What follows belongs to an exercise in optimizing a design on an open flow for small area, a short achievable clock period and few clock cycles per item; a production flow would make more cautious choices.
In this exercise RTL edits were held to simulation tests only and were not proved equivalent to the original.
Power and IR drop assume default switching activity.

==> cedar <==
## canser_rx
module canser_rx (
    input  wire        clk,
    input  wire        rst,
    input  wire        in_valid,
    input  wire [7:0]  in_data,
    output wire        in_ready,
    output wire        out_valid,
    input  wire        out_ready,
    output wire [28:0] out_id,
    output wire [3:0]  out_dlc,
    output wire [63:0] out_data,
    output wire [31:0] out_ts_ms,
    output wire [63:0] out_ts
);
export LEC_CHECK = 0
export CAP_MARGIN = 20
export CORE_MARGIN = 2
export CORE_UTILIZATION = 55
export CTS_BUF_LIST = sky130_fd_sc_hd__clkbuf_8
export CTS_CLUSTER_DIAMETER = 60
export CTS_CLUSTER_SIZE = 15
export SLEW_MARGIN = 20
export TNS_END_PERCENT = 20
create_clock -name core_clock -period 10.0 [get_ports {clk}]
standard.sh (not shown) runs the stock make flow with config.mk's settings and CLKGATE_MAP_FILE= SYNTH_SCRIPT=/design/flow/synth_recipe.tcl, a recipe that flattens the netlist after the stock synthesis.
==> flow/flow/run.sh <==
#!/bin/bash
set -euo pipefail
cd "$(dirname "$0")/.."
bash standard.sh SETUP_SLACK_MARGIN=7 'BUFFER_PORTS_ARGS=-buffer_cell sky130_fd_sc_hd__buf_1' finish > standard.log 2>&1
==> delta: changes against cedar <==
--- a/flow/design.v
+++ b/flow/design.v
@@ -1,14 +1,16 @@
 module ts_dequant (
     input  wire        clk,
     input  wire        load,       
     input  wire        step,       
+    input  wire [3:0]  nstep,      
     input  wire [31:0] k,          
     input  wire [4:0]  lz,         
     output wire [63:0] result      
 );
     reg  [53:0] q;                 
+    reg  [5:0]  d;                 
     reg  [6:0]  r;                 
     reg  [10:0] bexp;
     wire [31:0] kn = k << lz;
     wire        hi = kn[31:25] >= 7'd125;
     wire [10:0] e0 = 11'd1044 - {6'd0, lz};
@@ -67,25 +69,37 @@
     assign f1[3] = f1_b3[r];
     wire [127:0] f1_b4 = 128'h0ffffffff00000001fffffffc0000000;
     assign f1[4] = f1_b4[r];
     wire [127:0] f1_b5 = 128'h0fffffffffffffffe000000000000000;
     assign f1[5] = f1_b5[r];
-    wire [5:0] d  = q[53:48];
     wire [7:0] uv = {1'b0, tv} + {2'b00, d};      
     wire [6:0] ut = tm + {1'b0, d};
     wire       ge = uv[7];
     wire [6:0] rn = ge ? uv[6:0] : ut;
-    wire [5:0] dg = ge ? f1 : fm;
+    wire [32:0] z = hi ? {1'b0, kn} : {kn, 1'b0};
+    reg  [5:0]  d_n;
+    always @* begin
+        case (nstep)
+            4'd0:    d_n = z[20:15];
+            4'd1:    d_n = z[14:9];
+            4'd2:    d_n = z[8:3];
+            4'd3:    d_n = {z[2:0], 3'b000};
+            4'd7:    d_n = 6'b111110;
+            default: d_n = 6'b000000;
+        endcase
+    end
+    always @(posedge clk)
+        r <= step ? rn : {1'b0, z[32:27]};
     always @(posedge clk) begin
         if (load) begin
-            r    <= hi ? {2'b00, kn[31:27]} : {1'b0, kn[31:26]};
-            q    <= hi ? {kn[26:0], 20'd0, 7'd62} : {kn[25:0], 21'd0, 7'd62};
+            d    <= z[26:21];
             bexp <= (k == 32'd0) ? 11'd0 : hi ? e1 : e0;
         end else if (step) begin
-            r    <= rn;
-            q    <= {q[47:0], dg};
-        end
+            d    <= d_n;
+        end
+        if (step)
+            q    <= {q[47:0], ge ? f1 : fm};
     end
     assign result = {1'b0, bexp, q[51:0]};
 endmodule
 module canser_rx (
     input  wire        clk,
@@ -219,10 +233,11 @@
     end
     ts_dequant u_dequant (
         .clk    (clk),
         .load   (c_load),
         .step   (c_step),
+        .nstep  (cstep),
         .k      (ts_ms_q),
         .lz     (lz_q),
         .result (out_ts)
     );
     assign in_ready  = ir_q;
==> flow/flow/run.sh (replaced) <==
#!/bin/bash
set -euo pipefail
cd "$(dirname "$0")/.."
bash standard.sh SETUP_SLACK_MARGIN=6.5 'BUFFER_PORTS_ARGS=-buffer_cell sky130_fd_sc_hd__buf_1' finish > standard.log 2>&1
--- a/flow/config.mk
+++ b/flow/config.mk
@@ -10,6 +10,5 @@
 export CORE_UTILIZATION = 55
 export CTS_BUF_LIST = sky130_fd_sc_hd__clkbuf_8
 export CTS_CLUSTER_DIAMETER = 60
 export CTS_CLUSTER_SIZE = 15
 export SLEW_MARGIN = 20
-export TNS_END_PERCENT = 20
==> summary.txt <==
quantity	cedar	delta
Run status	complete, no violations	complete, no violations
Sum of met2 wire segment lengths after detailed routing	25000 um	21400 um
Core utilization of the finished layout	0.674	0.645
Post-route clock skew	41.7 ps	36.2 ps
FF+latch area	11400 um^2	11500 um^2
Clock Power Share	0.286	0.273
Highest clock frequency the design can meet	274 MHz	280 MHz
Launch point of the worst hold path	rxb[8][1]	rxb[18][6]
First-pass GRT wire length	75100 um	69000 um
Reg2Reg Launch Point	u_dequant.r[0]	u_dequant.r[1]
Max rail drop VDD	0.124 mV	0.124 mV
Full die area	36100 um^2	34900 um^2
Total number of vias	14.2k	12.9k
First-iteration detailed-routing DRC count	1246	1253
Testbench counts of cedar, summed over its fixed seeds: cycles 32,532, messages 1,995.
Testbench counts of delta, summed over its fixed seeds: cycles 32,532, messages 1,995.

-- port drivers added, routing unchanged --
The flow's constraints put no driver on any port. The routed layouts listed below were extracted and timed again, unchanged, in two steps.
Step 1, drivers: a clkbuf_16 drives clk and a buf_2 each remaining input, both assumed.
Step 2 times the ports against the registers' clock, not the clock port: input delays grow and output delays shrink by t, the midpoint of the rising clock arrivals with the driver on.
a / b / c = ideal / step 1 / step 2; a / b = the first two.
run | shift t [ns] | slack for setup (ns) | hold slack, ns | worst setup path at the end
cedar | 0.593 | 6.351 / 6.351 / 6.351 | 0.451 / 0.451 / 0.451 | register to register
delta | 0.613 | 6.423 / 6.423 / 6.257 | 0.451 / 0.451 / 0.451 | input to register
After both steps setup and hold are still met in every run listed. For delta, which loses most, drivers alone change the setup slack by 0.000 ns; drivers and shift together by -0.166 ns.
